This is an optimization exercise on Yosys and OpenROAD, whose aim is a short achievable clock period and few clock cycles, not a production implementation. Function was checked by simulation only, so behaviour that the tests miss may differ from the original. Power is estimated from default activity; no workload was simulated.

==> 08-20: inputs <==
// microsim_core
module microsim_core (
    input  wire        clk,
    input  wire        rst,           
    output reg         mem_valid,
    output reg         mem_we,
    output reg  [19:0] mem_addr,
    output reg  [31:0] mem_wdata,
    input  wire        mem_ready,
    input  wire [31:0] mem_rdata,
    output reg         halted,
    output reg         err_valid,
    output reg  [1:0]  err_code,
    output reg  [19:0] err_addr,
    output reg  [31:0] err_ir,
    input  wire [3:0]  dbg_sel,
    output wire [19:0] dbg_rdata,
    output wire [3:0]  flags          
);
    localparam [4:0] OP_HLT = 5'd0,  OP_MOV = 5'd1,  OP_LDR = 5'd2,  OP_STR = 5'd3,
                     OP_ADD = 5'd4,  OP_ADC = 5'd5,  OP_SUB = 5'd6,  OP_SBC = 5'd7,
                     OP_CMP = 5'd8,  OP_LSL = 5'd9,  OP_LSR = 5'd10, OP_ASR = 5'd11,
                     OP_ROL = 5'd12, OP_ROR = 5'd13, OP_AND = 5'd14, OP_ORR = 5'd15,
                     OP_EOR = 5'd16, OP_NOT = 5'd17, OP_JMP = 5'd18, OP_BCC = 5'd19,
                     OP_BCS = 5'd20, OP_BPL = 5'd21, OP_BMI = 5'd22, OP_BNE = 5'd23,
                     OP_BEQ = 5'd24, OP_BVC = 5'd25, OP_BVS = 5'd26;
  ...
Settings: LEC_CHECK=0, CAP_MARGIN=20, CORE_MARGIN=2, CORE_UTILIZATION=40, SETUP_SLACK_MARGIN=5, SLEW_MARGIN=20; clock period 12.0 ns.
run.sh (not shown) runs the stock make flow with config.mk's settings and CLKGATE_MAP_FILE= SYNTH_SCRIPT=/design/flow/synth_recipe.tcl, a recipe that flattens the netlist after the stock synthesis.
==> 01-27 (differences from 08-20) <==
--- a/flow/design.v
+++ b/flow/design.v
@@ -50,17 +50,15 @@
     reg        e_pred;      
     reg [19:0] e_alt;       
     reg [19:0] e_addr;      
     localparam NB = 8;
     reg [NB-1:0] bv;
     reg [19:0]   btag [0:NB-1];
-    reg [31:0]   bword [0:NB-1];
     reg [19:0]   btgt [0:NB-1];
     reg [2:0]    brr;
     reg          d_pred;    
-    reg [NB-1:0] d_phit;    
     wire [19:0] a = e_a;
     wire [19:0] b = e_b;
     wire [19:0] bx   = e_sub ? ~b : b;
     wire        cin  = e_usec ? fc : e_sub;
     wire [20:0] sum  = {1'b0, a} + {1'b0, bx} + {20'd0, cin};
     wire        add_c = sum[20] ^ e_sub;
@@ -220,27 +218,22 @@
         f_tgt = 20'd0;
         for (k = 0; k < NB; k = k + 1) begin
             f_hit[k] = bv[k] && (btag[k] == mem_addr);
             f_tgt = f_tgt | ({20{f_hit[k]}} & btgt[k]);
         end
     end
-    reg [31:0] d_pword;
-    always @(*) begin
-        d_pword = 32'd0;
-        for (k = 0; k < NB; k = k + 1)
-            d_pword = d_pword | ({32{d_phit[k]}} & bword[k]);
-    end
-    wire d_wm  = (w == d_pword);
-    wire d_fix = d_v && d_pred && !d_wm && !stall && !d_kill;
-    reg [NB-1:0] e_hit;
+    reg [NB-1:0] e_hit, s_hit;
     always @(*)
-        for (k = 0; k < NB; k = k + 1)
+        for (k = 0; k < NB; k = k + 1) begin
             e_hit[k] = bv[k] && (btag[k] == e_addr);
+            s_hit[k] = bv[k] && (btag[k] == e_b);      
+        end
     wire e_done  = e_v && !stall && !(e_ok && e_hlt);
     wire b_write = e_done && e_pk && e_taken;
     wire b_clear = e_done && !(e_pk && e_taken) && (|e_hit);
+    wire s_clear = e_ok && e_str && !stall;
     wire [19:0] e_tgt = e_addpc ? e_alt : e_b;
     wire e_free = !stall && (!e_v || e_err || !(e_ldr || e_hlt));
     wire d_take = d_v && e_free && !d_kill;
     wire        wb_ld  = e_ldw;                              
     wire        wb_alu = e_ok && e_wr;    
     wire        wb_en  = wb_ld || wb_alu;
@@ -257,13 +250,17 @@
     wire d_opv   = (d_op <= OP_BVS);
     wire d_gimp  = (d_op == OP_HLT) || (d_op == OP_NOT);
     wire d_gadr  = (d_op == OP_LDR) || (d_op == OP_STR) || (d_op >= OP_JMP && d_op <= OP_BVS);
     wire d_mok   = d_gimp ? (d_mode == 2'b00) : d_gadr ? d_mode[1] : !d_mode[1];
     wire d_wr    = (d_op == OP_MOV) || (d_op >= OP_ADD && d_op <= OP_NOT && d_op != OP_CMP);
     wire d_movpc = (d_op == OP_MOV) && (d_ra == 4'd15);
-    wire d_addpc = (d_op == OP_ADD) && (d_mode == 2'b00) && (d_ra == 4'd15);
+    wire d_add15 = (d_op == OP_ADD) && (d_mode == 2'b00) && (d_ra == 4'd15);
+    wire d_add0  = d_add15 && (w[19:0] == 20'd0);
+    wire d_addpc = d_add15 && !d_add0;
+    wire d_jnext = (((d_op >= OP_JMP) && (d_op <= OP_BVS) && (d_mode == 2'b10))
+                    || (d_movpc && d_mode == 2'b00)) && (w[19:0] == d_pc1);
     wire d_pk    = ((d_op >= OP_JMP) && (d_op <= OP_BVS) && (d_mode == 2'b10))
                 || (d_movpc && d_mode == 2'b00) || d_addpc;
     integer i;
     always @(posedge clk) begin
         if (rst) begin
             fpc    <= 20'd0;
@@ -289,20 +286,14 @@
             if ((wb_ld || (wb_alu && !stall)) && wb_r != 4'd15)
                 regs[wb_r] <= wb_d;
             if (f_acc) begin
                 f_addr <= mem_addr;
                 fpc    <= (|f_hit) ? f_tgt : mem_addr + 20'd1;
                 d_pred <= |f_hit;
-                d_phit <= f_hit;
             end
             d_arr <= f_acc;
-            if (d_fix) begin
-                fpc    <= d_pc1;
-                d_pred <= 1'b0;
-                d_arr  <= 1'b0;
-            end
             d_buf <= d_v && !d_take && !d_kill;
             if (!d_buf) dbuf <= mem_rdata;
             if (e_redir && !stall) fpc <= res;
             if (ld_pc)             fpc <= mem_rdata[19:0];
             if (smc && !stall)     fpc <= f_addr;
             if (e_ldw) e_ldw <= 1'b0;
@@ -317,46 +308,44 @@
                 err_addr  <= e_pc1 - 20'd1;
                 err_ir    <= e_ir;
             end
             if (b_write) begin
                 if (|e_hit) begin
                     for (k = 0; k < NB; k = k + 1)
-                        if (e_hit[k]) begin
-                            bword[k] <= e_ir;
+                        if (e_hit[k])
                             btgt[k]  <= e_tgt;
-                        end
                 end else begin
                     bv[brr]    <= 1'b1;
                     btag[brr]  <= e_addr;
-                    bword[brr] <= e_ir;
                     btgt[brr]  <= e_tgt;
                     brr        <= brr + 3'd1;
                 end
             end
             if (b_clear) bv <= bv & ~e_hit;
+            if (s_clear) bv <= bv & ~s_hit;
             if (e_free) begin
                 e_v   <= d_take;
                 e_addr  <= f_addr;
-                e_pred  <= d_pred && d_wm;
+                e_pred  <= d_pred;
                 e_alt   <= d_addpc ? d_pc1 + w[19:0] : d_pc1;
                 e_addpc <= d_addpc;
-                e_pk    <= d_pk;
+                e_pk    <= d_pk && !d_jnext;
                 e_ir  <= w;
                 e_pc1 <= d_pc1;
                 e_ra  <= d_ra;
                 e_a   <= rd(d_ra);
                 e_b   <= d_mode[0] ? rd(d_rb) : w[19:0];
                 e_err   <= !d_opv || !d_mok;
                 e_ecode <= !d_opv ? 2'd3 : 2'd2;
                 e_hlt   <= (d_op == OP_HLT);
                 e_ldr   <= (d_op == OP_LDR);
                 e_str   <= (d_op == OP_STR);
-                e_br    <= (d_op >= OP_JMP) || d_movpc;
+                e_br    <= ((d_op >= OP_JMP) || d_movpc) && !d_jnext;
                 e_jmp   <= (d_op == OP_JMP) || d_movpc;
-                e_wr    <= d_wr && !d_movpc;
-                e_wpc   <= d_wr && !d_movpc && !d_addpc && (d_ra == 4'd15);
+                e_wr    <= d_wr && !d_movpc && !d_add0;
+                e_wpc   <= d_wr && !d_movpc && !d_add15 && (d_ra == 4'd15);
                 e_cc    <= {d_op >= OP_BVC, d_op == OP_BPL || d_op == OP_BMI,
                             d_op == OP_BNE || d_op == OP_BEQ, d_op == OP_BCC || d_op == OP_BCS};
                 e_cinv  <= d_op[0];     
                 e_mov   <= (d_op == OP_MOV);
                 e_add   <= (d_op >= OP_ADD && d_op <= OP_CMP);
                 e_sub   <= (d_op >= OP_SUB && d_op <= OP_CMP);
@@ -369,9 +358,18 @@
                 e_sop   <= (d_op == OP_LSL) ? 2'd0 : (d_op == OP_LSR) ? 2'd1 : 2'd2;
                 e_rot   <= (d_op == OP_ROL) || (d_op == OP_ROR);
                 e_rol   <= (d_op == OP_ROL);
             end
         end
     end
-    assign dbg_rdata = (dbg_sel == 4'd15) ? e_pc1 : regs[dbg_sel];
+    reg [15:0] dsel;
+    reg [19:0] dbg_r;
+    always @(*) begin
+        for (k = 0; k < 16; k = k + 1)
+            dsel[k] = (dbg_sel == k);
+        dbg_r = {20{dsel[15]}} & e_pc1;
+        for (k = 0; k < 15; k = k + 1)
+            dbg_r = dbg_r | ({20{dsel[k]}} & regs[k]);
+    end
+    assign dbg_rdata = dbg_r;
     assign flags     = {fv, fn, fz, fc};
 endmodule
==> flow/flow/run.sh (new file) <==
#!/bin/bash
set -euo pipefail
bash standard.sh SETUP_SLACK_MARGIN=6.5 finish > standard_flow.log 2>&1
==> flow/standard.sh (new file) <==
#!/bin/bash
# synth_recipe.tcl (not shown) runs the flow's synth.tcl, then flattens the netlist and writes it again
# the make line also repeats each setting of config.mk as NAME=value (left out here)
make -C /OpenROAD-flow-scripts/flow DESIGN_CONFIG=/design/flow/config.mk WORK_HOME=/design/flow/orfs CLKGATE_MAP_FILE= SYNTH_SCRIPT=/design/flow/synth_recipe.tcl "${@:-finish}"
--- a/flow/config.mk
+++ b/flow/config.mk
@@ -4,9 +4,9 @@
 export VERILOG_FILES = /design/flow/design.v
 export SDC_FILE = /design/flow/constraint.sdc
 export NUM_CORES = 4
 export LEC_CHECK = 0
 export CAP_MARGIN = 20
 export CORE_MARGIN = 2
-export CORE_UTILIZATION = 40
+export CORE_UTILIZATION = 45
 export SETUP_SLACK_MARGIN = 5
 export SLEW_MARGIN = 20
removed: flow/run.sh
==> impl_metrics.py <==
metrics = {
    "power": {
        "seqPwrFrac_pct": 42.8,
    },
    "timing": {
        "fin_crit_ns": 7.02,
        "rsz0062_at_grt": "false",
    },
    "global_route": {
        "grt_pass1_vias": 57000,
        "groute.usage.overall_pct": 33.0,
    },
    "yosys": {
        "muxShareOfSynthArea_pct": 5.60,
    },
    "outcome": {
        "outcome": "no timing/DRC/antenna violations",
    },
    "cells_and_area": {
        "seq_share_pct": 44.1,
    },
    "placed_design": {
        "gp_congestion": 1.03,
    },
}
-- figures above: 08-20

==> impl_metrics.py <==
metrics = {
    "outcome": {
        "outcome": "no timing/DRC/antenna violations",
    },
    "global_route": {
        "top_usage_layer": "met2",
        "grt_pass1_vias": 55000,
        "groute.usage.overall_pct": 42.9,
        "use_met3_pct": 12.8,
    },
    "cells_and_area": {
        "seq_share_pct": 37.4,
        "buf_share_pct": 9.13,
    },
    "timing": {
        "rsz0062_at_grt": "true",
        "fin_crit_ns": 6.28,
    },
    "placed_design": {
        "gp_congestion": 1.07,
    },
    "worst_setup_path": {
        "cp_top_family": "buffers and inverters",
    },
    "power": {
        "seqPwrFrac_pct": 39.5,
        "power.internal_mw": 6.40,
    },
    "yosys": {
        "muxShareOfSynthArea_pct": 2.25,
    },
}
-- figures above: 01-27

Testbench counts of 08-20, summed over its fixed seeds: cycles 56,134.
Testbench counts of 01-27, summed over its fixed seeds: cycles 55,448.

-- separate check: timing with driven ports --
Ports are ideal in the flow. The routed layouts listed here were re-timed in OpenROAD. Step 1 sets driving cells, clkbuf_16 on the clock port and buf_2 on the other inputs (assumed; they add their load-dependent delay and slew). Step 2 also shifts input and output timing later by t, the mid clock arrival at the registers, as if the neighbouring blocks saw the same clock. Slacks: no drivers / after step 1 / after step 2; pairs: no drivers / after step 1.
run | shift t [ns] | slack for setup (ns) | worst setup path after step 2
08-20 | 0.892 | 4.984 / 4.867 / 4.156 | input to register
01-27 | 0.820 | 5.716 / 5.652 / 5.652 | input to output
After both steps every run listed still meets setup and hold. For 08-20, which loses most, drivers alone change the setup slack by -0.117 ns; drivers and shift together by -0.828 ns.
